From an optimization exercise on the open Yosys and OpenROAD flow, aimed at a short achievable clock period and few clock cycles; shortcuts taken in it are not production practice.
Function was checked by simulation only, so behaviour that the tests miss may differ from the original.
Power and IR drop assume default switching activity.

==> inputs of zinc <==
==> flow/design.v (excerpt) <==
module cpusim_core (
    input  wire        clk,
    input  wire        rst,         
    output wire        mem_re,
    output wire [9:0]  mem_raddr,
    input  wire [31:0] mem_rdata,
    output wire        mem_we,
    output wire [9:0]  mem_waddr,
    output wire [31:0] mem_wdata,
    output wire        out_valid,
    output wire [1:0]  out_reg,
    output wire [31:0] out_data,
    output wire        halted,
    output wire [2:0]  fault,
    input  wire [2:0]  dbg_sel,
    output reg  [31:0] dbg_data
);
==> flow/config.mk <==
export PLATFORM = sky130hd
export DESIGN_NAME = cpusim_core
export DESIGN_NICKNAME = cpusim_core
export VERILOG_FILES = /design/flow/design.v
export SDC_FILE = /design/flow/constraint.sdc
export NUM_CORES = 4
export LEC_CHECK = 0
export ABC_CLOCK_PERIOD_IN_PS = 4000
export CAP_MARGIN = 20
export CORE_MARGIN = 2
export CORE_UTILIZATION = 40
export SETUP_SLACK_MARGIN = 5
export SLEW_MARGIN = 20
==> flow/constraint.sdc <==
create_clock -name core_clock -period 10.0 [get_ports {clk}]
set_input_delay 2.0000 -clock core_clock [delete_from_list [all_inputs] [get_ports {clk}]]
set_output_delay 2.0000 -clock core_clock [all_outputs]
set_load 0.01 [all_outputs]
run.sh (not shown) runs the stock make flow with config.mk's settings and CLKGATE_MAP_FILE= SYNTH_SCRIPT=/design/flow/synth_recipe.tcl, a recipe that flattens the netlist after the stock synthesis.
==> raven: changes against zinc <==
--- a/flow/design.v
+++ b/flow/design.v
@@ -21,16 +21,17 @@
                      OP_SHL = 8'h08, OP_SHR = 8'h09,
                      OP_LOAD = 8'h10, OP_STORE = 8'h11, OP_JUMP = 8'h12, OP_JZ = 8'h13,
                      OP_JNZ = 8'h14, OP_CALL = 8'h15, OP_RET = 8'h16, OP_PUSH = 8'h17,
                      OP_POP = 8'h18, OP_HALT = 8'h19, OP_OUT = 8'h1A;
     localparam [1:0] DV_SETUP = 2'd0, DV_ITER = 2'd1, DV_WB = 2'd2;
     reg        halted_r;
     reg [2:0]  fault_r;
     reg [31:0] x [0:3];
+    reg [3:0]  x_sm;            
     reg [9:0]  sp;              
     reg        flag_z, flag_n, flag_o;
     reg [31:0] fa;
     reg        d_valid;
     reg [31:0] d_pc;
     reg        d_oob;           
     reg        e_valid;
     reg [31:0] e_pc;            
@@ -325,18 +326,19 @@
     wire [31:0] r1e = hit1 ? e_s1 : x[op1[1:0]];
     wire [31:0] r2e = hit2 ? e_s1 : x[op2[1:0]];
     wire late1 = hit1 & ~e_early;
     wire late2 = hit2 & ~e_early;
     wire late12 = late1 | late2;
     wire dq_lt1 = (r1e < r2e);
     wire dq_lt2 = ({1'b0, r1e} < {r2e, 1'b0});
     wire d_dquick = ~late12 & dq_lt2;
-    wire mq2 = ~late2 & ~|r2e[31:2];
-    wire mq1 = ~late1 & ~|r1e[31:2];
+    wire e_s1_sm = ~|e_s1[31:2];
+    wire mq2 = hit2 ? (e_early & e_s1_sm) : x_sm[op2[1:0]];
+    wire mq1 = hit1 ? (e_early & e_s1_sm) : x_sm[op1[1:0]];
     wire [9:0] sp_spec = e_pushlike ? sp - 10'd4 : e_poplike ? sp + 10'd4 : sp;
     wire [7:0] tw  = sp_spec[9:2];
     wire [1:0] tix = tw[1:0];
     wire [9:0] sa  = e_s1[9:0];
     wire [7:0] sa1 = sa[9:2] + 8'd1;
     wire st_ovl = e_act & e_store & ((sa[9:2] == tw) | ((sa[1:0] != 2'd0) & (sa1 == tw)));
     wire top_hit = e_pushlike | (c_v[tix] & (c_tag[tix] == tw[7:2]) & ~st_ovl);
     wire [31:0] top = e_pushlike ? e_wd : c_dat[tix];
@@ -391,16 +393,17 @@
     always @(posedge clk) begin
         if (rst) begin
             halted_r <= 1'b0;
             fault_r  <= F_NONE;
             x[0] <= 32'd0;
             x[1] <= 32'd0;
             x[2] <= 32'd0;
             x[3] <= 32'd0;
+            x_sm <= 4'hf;
             sp <= 10'h300;
             flag_z <= 1'b0;
             flag_n <= 1'b0;
             flag_o <= 1'b0;
             fa <= 32'd0;
             d_valid <= 1'b0;
             e_valid <= 1'b0;
             e_ph <= 1'b0;
@@ -411,18 +414,20 @@
             for (i = 0; i < 4; i = i + 1)
                 ras[i] <= 9'd0;
         end else if (!halted_r) begin
             if (e_halt_now) begin
                 halted_r <= 1'b1;
                 fault_r  <= e_fcode;
             end
             if (e_commit) begin
-                if (e_wrins)
-                    x[e_rd] <= e_res;
+                if (e_wrins) begin
+                    x[e_rd]    <= e_res;
+                    x_sm[e_rd] <= ~|e_res[31:2];
+                end
                 if (e_add | e_sub) begin
                     flag_z <= e_add ? add_z : sub_z;
                     flag_n <= e_res[31];
                     flag_o <= e_add ? add_o : sub_o;
                 end
                 if (e_push | e_call) begin
                     sp <= sp - 10'd4;
                     c_v[e_wa[3:2]] <= 1'b1;
Settings changed: CORE_UTILIZATION 40 to 50.
==> reports/qor.csv <==
stage,metric,value,unit
status,status,timing/DRC/antenna clean,
die,core box area,252000,µm²
global_route,initial antenna violation count,49,
finish,Seq area share,0.326,
worst_setup_path,cell family with most CP delay,compound AO/OA/AOI/OAI gates,
worst_setup_path,Critical Path RT,10620,ps
synth,Synth Instances,12300,
worst_setup_path,Worst R2R Start,dv_a[29]$_DFFE_PP_,
finish,Plain + repair buffers,937,
placement,Cells after DPL,15400,
synth,Seq cells post-synth,1660,
detailed_routing,M1 wire length,213,mm
The numbers above come from raven.

==> reports/qor.csv <==
stage,metric,value,unit
synth,Seq cells post-synth,1656,
status,status,timing/DRC/antenna clean,
finish,Seq area share,0.325,
worst_setup_path,cell family with most CP delay,buffers and inverters,
placement,Cells after DPL,16000,
synth,Synth Instances,12100,
worst_setup_path,Critical Path RT,8000,ps
The numbers above come from zinc.

Testbench counts of zinc, summed over its fixed seeds: cycles 66,220.
Testbench counts of raven, summed over its fixed seeds: cycles 66,220.

---

==> run P: inputs <==
Another version of the RTL of cpusim_core (not shown whole).
Settings: LEC_CHECK=0, ABC_CLOCK_PERIOD_IN_PS=4000, CAP_MARGIN=20, CORE_MARGIN=2, CORE_UTILIZATION=40, SETUP_SLACK_MARGIN=5, SLEW_MARGIN=20; clock period 10.0 ns.
==> run H: changes against run P <==
--- a/flow/design.v
+++ b/flow/design.v
@@ -217,20 +217,12 @@
             3'd4:    begin dv_rem0 = dv_a >> 20; dv_ab0 = {dv_a[19:0], 12'd0}; end
             3'd5:    begin dv_rem0 = dv_a >> 24; dv_ab0 = {dv_a[23:0], 8'd0};  end
             3'd6:    begin dv_rem0 = dv_a >> 28; dv_ab0 = {dv_a[27:0], 4'd0};  end
             default: begin dv_rem0 = 32'd0;      dv_ab0 = dv_a;                end
         endcase
     end
-    wire [35:0] dv_b1x = {4'd0, dv_b};
-    wire [35:0] dv_b2x = {3'd0, dv_b, 1'b0};
-    wire [35:0] dv_b4x = {2'd0, dv_b, 2'b0};
-    wire [35:0] dv_b8x = {1'd0, dv_b, 3'b0};
-    wire [35:0] dv_c11s = dv_b8x ^ dv_b1x ^ dv_b2x;
-    wire [35:0] dv_c11c = {((dv_b8x[34:0] & dv_b1x[34:0]) | (dv_b8x[34:0] & dv_b2x[34:0]) | (dv_b1x[34:0] & dv_b2x[34:0])), 1'b0};
-    wire [35:0] dv_c13s = dv_b8x ^ dv_b1x ^ dv_b4x;
-    wire [35:0] dv_c13c = {((dv_b8x[34:0] & dv_b1x[34:0]) | (dv_b8x[34:0] & dv_b4x[34:0]) | (dv_b1x[34:0] & dv_b4x[34:0])), 1'b0};
     wire [35:0] dv_x = {dv_rem, dv_ab[31:28]};
     wire [35:0] dv_mul [1:15];
     assign dv_mul[1]  = {4'd0, dv_b};
     assign dv_mul[2]  = {3'd0, dv_b, 1'b0};
     assign dv_mul[3]  = dv_m3;
     assign dv_mul[4]  = {2'd0, dv_b, 2'b0};
@@ -515,14 +507,14 @@
                     dv_rem <= dv_rem0;
                     dv_ab  <= dv_ab0;
                     dv_m3  <= {4'd0, dv_b} + {3'd0, dv_b, 1'b0};
                     dv_m5  <= {4'd0, dv_b} + {2'd0, dv_b, 2'b0};
                     dv_m7  <= {1'd0, dv_b, 3'b0} - {4'd0, dv_b};
                     dv_m9  <= {1'd0, dv_b, 3'b0} + {4'd0, dv_b};
-                    dv_m11 <= dv_c11s + dv_c11c;
-                    dv_m13 <= dv_c13s + dv_c13c;
+                    dv_m11 <= {1'd0, dv_b, 3'b0} + {4'd0, dv_b} + {3'd0, dv_b, 1'b0};
+                    dv_m13 <= {1'd0, dv_b, 3'b0} + {4'd0, dv_b} + {2'd0, dv_b, 2'b0};
                     dv_m15 <= {dv_b, 4'b0} - {4'd0, dv_b};
                 end
                 DV_ITER: begin
                     dv_rem <= dv_rn;
                     dv_ab  <= {dv_ab[27:0], 4'b0000};
                     dv_q   <= {dv_q[27:0], dv_q4};
==> run R: changes against run P <==
--- a/flow/design.v
+++ b/flow/design.v
@@ -60,16 +60,12 @@
     reg [35:0] dv_m3, dv_m5, dv_m7, dv_m9, dv_m11, dv_m13, dv_m15;    
     reg [63:0] bt_v;            
     reg [63:0] bt_r;            
     reg [7:0]  bt_t [0:63];     
     reg [8:0]  ras [0:3];       
     reg [1:0]  ras_p;           
-    reg        w_v;
-    reg [9:0]  w_a;
-    reg [31:0] w_d;
-    reg        w_code;          
     reg [3:0]  c_v;
     reg [5:0]  c_tag [0:3];
     reg [31:0] c_dat [0:3];
     wire e_act = e_valid & ~halted_r;
     wire [31:0] add_r = e_s1 + e_s2;
     wire [31:0] sub_r = e_s1 - e_s2;
@@ -217,20 +213,12 @@
             3'd4:    begin dv_rem0 = dv_a >> 20; dv_ab0 = {dv_a[19:0], 12'd0}; end
             3'd5:    begin dv_rem0 = dv_a >> 24; dv_ab0 = {dv_a[23:0], 8'd0};  end
             3'd6:    begin dv_rem0 = dv_a >> 28; dv_ab0 = {dv_a[27:0], 4'd0};  end
             default: begin dv_rem0 = 32'd0;      dv_ab0 = dv_a;                end
         endcase
     end
-    wire [35:0] dv_b1x = {4'd0, dv_b};
-    wire [35:0] dv_b2x = {3'd0, dv_b, 1'b0};
-    wire [35:0] dv_b4x = {2'd0, dv_b, 2'b0};
-    wire [35:0] dv_b8x = {1'd0, dv_b, 3'b0};
-    wire [35:0] dv_c11s = dv_b8x ^ dv_b1x ^ dv_b2x;
-    wire [35:0] dv_c11c = {((dv_b8x[34:0] & dv_b1x[34:0]) | (dv_b8x[34:0] & dv_b2x[34:0]) | (dv_b1x[34:0] & dv_b2x[34:0])), 1'b0};
-    wire [35:0] dv_c13s = dv_b8x ^ dv_b1x ^ dv_b4x;
-    wire [35:0] dv_c13c = {((dv_b8x[34:0] & dv_b1x[34:0]) | (dv_b8x[34:0] & dv_b4x[34:0]) | (dv_b1x[34:0] & dv_b4x[34:0])), 1'b0};
     wire [35:0] dv_x = {dv_rem, dv_ab[31:28]};
     wire [35:0] dv_mul [1:15];
     assign dv_mul[1]  = {4'd0, dv_b};
     assign dv_mul[2]  = {3'd0, dv_b, 1'b0};
     assign dv_mul[3]  = dv_m3;
     assign dv_mul[4]  = {2'd0, dv_b, 2'b0};
@@ -272,14 +260,14 @@
                         ({32{dv_sel[15]}} & dv_d[15][31:0]);
     wire div0   = e_div & (dv_b == 32'd0);
     wire st_oob = e_store & ((|e_s1[31:10]) | (&e_s1[9:2] & |e_s1[1:0]));
     wire [2:0] e_fcode = ~e_ok  ? e_fpre :
                          div0   ? F_DIV0 :
                          st_oob ? F_OOB  : F_NONE;
-    wire e_halt_now = e_act & (((~e_ok | e_halt) & ~w_v) | div0 | st_oob);
-    wire e_stall = e_act & ((e_mul & ~e_mq & ~e_ph) | ((~e_ok | e_halt) & w_v) |
+    wire e_halt_now = e_act & (~e_ok | div0 | st_oob | e_halt);
+    wire e_stall = e_act & ((e_mul & ~e_mq & ~e_ph) |
                             (e_div & (dv_st != DV_WB) & ~((dv_st == DV_SETUP) & e_dquick)) |
                             (e_miss & ~e_ph));
     wire e_done  = e_act & ~e_stall;
     wire e_free  = ~e_act | e_done;
     wire e_wrins = e_add | e_sub | e_mul | e_div | e_and | e_or | e_xor | e_not |
                    e_shl | e_shr | e_load | e_pop;
@@ -370,50 +358,41 @@
         else if ((i_ret | i_pop) & sp_empty)          d_fault = F_OOB;
     end
     wire [31:0] r0e = hit0 ? e_s1 : x[op0[1:0]];
     wire late0 = hit0 & ~e_early;
     wire fa_seq = (fa == d_pc + 32'd4);
     wire [7:0] pc4_8 = d_pc[7:0] + 8'd4;
-    wire z_known = ~(e_act & (e_add | e_sub));
-    wire i_jc    = i_jz | i_jnz;
-    wire jc_tk   = z_known ? (i_jz ? flag_z : ~flag_z) : (op0 < d_pc[7:0]);
-    wire fa_imm  = (fa == {24'd0, op0});
-    wire d_j_imm = (i_jump | (i_jc & jc_tk)) & (op0 != pc4_8) & ~fa_imm;
-    wire d_j_nt  = i_jc & z_known & ~jc_tk & ~fa_seq;
-    wire d_j_call = i_call & ~late0 & fa_seq;
-    wire d_sredir = d_valid & ~d_oob & (d_j_imm | d_j_nt | d_j_call | (i_ret & fa_seq));
-    wire [31:0] d_stgt = i_call ? r0e : i_ret ? {23'd0, ras[ras_p]} : d_j_nt ? d_pc + 32'd4 : {24'd0, op0};
+    wire d_j_imm = (i_jump | ((i_jz | i_jnz) & (op0 < d_pc[7:0]))) & (op0 != pc4_8);
+    wire d_j_call = i_call & ~late0;
+    wire d_sredir = d_valid & ~d_oob & fa_seq & (d_j_imm | d_j_call | i_ret);
+    wire [31:0] d_stgt = i_call ? r0e : i_ret ? {23'd0, ras[ras_p]} : {24'd0, op0};
     wire [5:0]  fix  = fa[7:2];
     wire        f_in = ~|fa[31:8];
     wire [31:0] f_pred = (f_in & bt_v[fix]) ?
                          (bt_r[fix] ? {23'd0, ras[ras_p]} : {24'd0, bt_t[fix]}) :
                          fa + 32'd4;
-    wire st_read = e_act & e_miss & ~e_ph & ~w_v;
+    wire st_read = e_act & e_miss & ~e_ph;                    
     assign mem_re    = 1'b1;
     assign mem_raddr = st_read ? sp : (e_stall ? d_pc[9:0] : fa[9:0]);
-    wire e_write     = e_act & (e_store | e_push | e_call) & e_ok & ~st_oob;
-    assign mem_we    = w_v;
-    assign mem_waddr = w_a;
-    assign mem_wdata = w_d;
+    assign mem_we    = e_act & (e_store | e_push | e_call) & e_ok & ~st_oob;
+    assign mem_waddr = e_wa;
+    assign mem_wdata = e_wd;
     assign out_valid = e_act & e_out & e_ok;
     assign out_reg   = e_rd;
     assign out_data  = e_wd;
-    assign halted = halted_r | (e_act & (~e_ok | e_halt) & ~w_v);
+    assign halted = halted_r | (e_act & (~e_ok | e_halt));
     assign fault  = halted_r ? fault_r : (e_ok ? F_NONE : e_fpre);
-    always @(*) begin
-        case (dbg_sel)
-            3'd0: dbg_data = x[0];
-            3'd1: dbg_data = x[1];
-            3'd2: dbg_data = x[2];
-            3'd3: dbg_data = x[3];
-            3'd4: dbg_data = e_pc;
-            3'd5: dbg_data = {22'd0, sp};
-            3'd6: dbg_data = {29'd0, flag_o, flag_n, flag_z};
-            default: dbg_data = 32'h0000_0300;    
-        endcase
-    end
+    always @(*)
+        dbg_data = ({32{dbg_sel == 3'd0}} & x[0]) |
+                   ({32{dbg_sel == 3'd1}} & x[1]) |
+                   ({32{dbg_sel == 3'd2}} & x[2]) |
+                   ({32{dbg_sel == 3'd3}} & x[3]) |
+                   ({32{dbg_sel == 3'd4}} & e_pc) |
+                   ({32{dbg_sel == 3'd5}} & {22'd0, sp}) |
+                   ({32{dbg_sel == 3'd6}} & {29'd0, flag_o, flag_n, flag_z}) |
+                   ({32{dbg_sel == 3'd7}} & 32'h0000_0300);
     wire e_commit = e_done & e_ok;
     integer i;
     always @(posedge clk) begin
         if (rst) begin
             halted_r <= 1'b0;
             fault_r  <= F_NONE;
@@ -427,26 +406,23 @@
             flag_n <= 1'b0;
             flag_o <= 1'b0;
             fa <= 32'd0;
             d_valid <= 1'b0;
             e_valid <= 1'b0;
             e_ph <= 1'b0;
-            w_v <= 1'b0;
             dv_st <= DV_SETUP;
             c_v <= 4'd0;
             bt_v <= 64'd0;
             ras_p <= 2'd0;
             for (i = 0; i < 4; i = i + 1)
                 ras[i] <= 9'd0;
         end else if (!halted_r) begin
             if (e_halt_now) begin
                 halted_r <= 1'b1;
                 fault_r  <= e_fcode;
             end
-            w_v    <= e_write;
-            w_code <= e_store & (e_s1[9:0] < 10'h103);
             if (e_commit) begin
                 if (e_wrins) begin
                     x[e_rd]    <= e_res;
                     x_sm[e_rd] <= ~|e_res[31:3];
                 end
                 if (e_add | e_sub) begin
@@ -470,13 +446,13 @@
             if (e_act & e_store)
                 for (i = 0; i < 4; i = i + 1)
                     if ((c_tag[i] == sa[9:4] && i[1:0] == sa[3:2]) ||
                         (sa[1:0] != 2'd0 && c_tag[i] == sa1[7:2] && i[1:0] == sa1[1:0]))
                         c_v[i] <= 1'b0;
             if (e_act)
-                e_ph <= ((e_mul & ~e_mq) | (e_miss & ~w_v)) & ~e_ph;
+                e_ph <= ((e_mul & ~e_mq) | e_miss) & ~e_ph;
             if (e_act & e_div) begin
                 case (dv_st)
                     DV_SETUP: if (!e_dquick) dv_st <= dv_lt2 ? DV_WB : DV_ITER;
                     DV_ITER:  if (dv_n == 3'd0) dv_st <= DV_WB;
                     default:  dv_st <= DV_SETUP;
                 endcase
@@ -487,14 +463,12 @@
                 e_valid <= d_valid;
             if (st_read) begin
                 d_valid <= 1'b0;
             end else if (e_redir) begin
                 fa      <= e_tgt;
                 d_valid <= 1'b0;
-            end else if (w_v & w_code) begin
-                d_valid <= 1'b0;                      
             end else if (!e_stall) begin
                 d_valid <= ~d_sredir;
                 fa      <= d_sredir ? d_stgt : f_pred;
             end
         end
     end
@@ -515,14 +489,14 @@
                     dv_rem <= dv_rem0;
                     dv_ab  <= dv_ab0;
                     dv_m3  <= {4'd0, dv_b} + {3'd0, dv_b, 1'b0};
                     dv_m5  <= {4'd0, dv_b} + {2'd0, dv_b, 2'b0};
                     dv_m7  <= {1'd0, dv_b, 3'b0} - {4'd0, dv_b};
                     dv_m9  <= {1'd0, dv_b, 3'b0} + {4'd0, dv_b};
-                    dv_m11 <= dv_c11s + dv_c11c;
-                    dv_m13 <= dv_c13s + dv_c13c;
+                    dv_m11 <= {1'd0, dv_b, 3'b0} + {4'd0, dv_b} + {3'd0, dv_b, 1'b0};
+                    dv_m13 <= {1'd0, dv_b, 3'b0} + {4'd0, dv_b} + {2'd0, dv_b, 2'b0};
                     dv_m15 <= {dv_b, 4'b0} - {4'd0, dv_b};
                 end
                 DV_ITER: begin
                     dv_rem <= dv_rn;
                     dv_ab  <= {dv_ab[27:0], 4'b0000};
                     dv_q   <= {dv_q[27:0], dv_q4};
@@ -565,14 +539,12 @@
             end
             if (i_div) begin
                 dv_a <= r1v;
                 dv_b <= r2v;
             end
         end
-        w_a <= e_wa;
-        w_d <= e_wd;
         if (!e_stall) begin
             d_pc  <= fa;
             d_oob <= |fa[31:8];
         end
     end
 endmodule
==> comparison <==
Run H ran to the end with no violations. Run P passed the timing, DRC and antenna checks. Run R completed with no timing, DRC or antenna violations.
Combinational power is about the same in run R and run H.
In sequential power, run H and run P hardly differ.
Count of clock-buffer cells in the layout, highest first: run P, run H, run R.
Synthesized cell count, lowest first: run R, run H, run P.
Testbench counts of run P, summed over its fixed seeds: cycles 65,592.
Testbench counts of run H, summed over its fixed seeds: cycles 65,592.
Testbench counts of run R, summed over its fixed seeds: cycles 65,761.

## separate check: timing with driven ports
In the flow no input, the clock included, has a driving cell. The finished layouts below were timed again as built, in two steps.
Step 1: set_driving_cell puts a clkbuf_16 on clk and a buf_2 on each other input, an assumption about the parent block.
Step 2 also shifts input and output timing later by t, the mid clock arrival at the registers, as if the neighbouring blocks saw the same clock.
Slacks: no drivers / after step 1 / after step 2; pairs: no drivers / after step 1.
run | shift t [ns] | slack for setup (ns) | latest minus earliest clock arrival (ns) | worst data-port slew with drivers (ns)
zinc | 1.004 | 4.627 / 4.547 / 3.854 | 0.113 / 0.113 | 0.24
raven | 0.997 | 4.623 / 4.569 / 3.864 | 0.125 / 0.126 | 0.31
run P | 1.072 | 4.680 / 4.540 / 3.928 | 0.189 / 0.188 | 0.22
run H | 1.079 | 4.679 / 4.399 / 3.871 | 0.195 / 0.195 | 0.34
run R | 1.073 | 4.559 / 4.434 / 3.784 | 0.155 / 0.155 | 0.14
After both steps every run listed still meets setup and hold. The setup slack of run H, which loses most, moves by -0.280 ns with the drivers and by -0.808 ns with both steps.
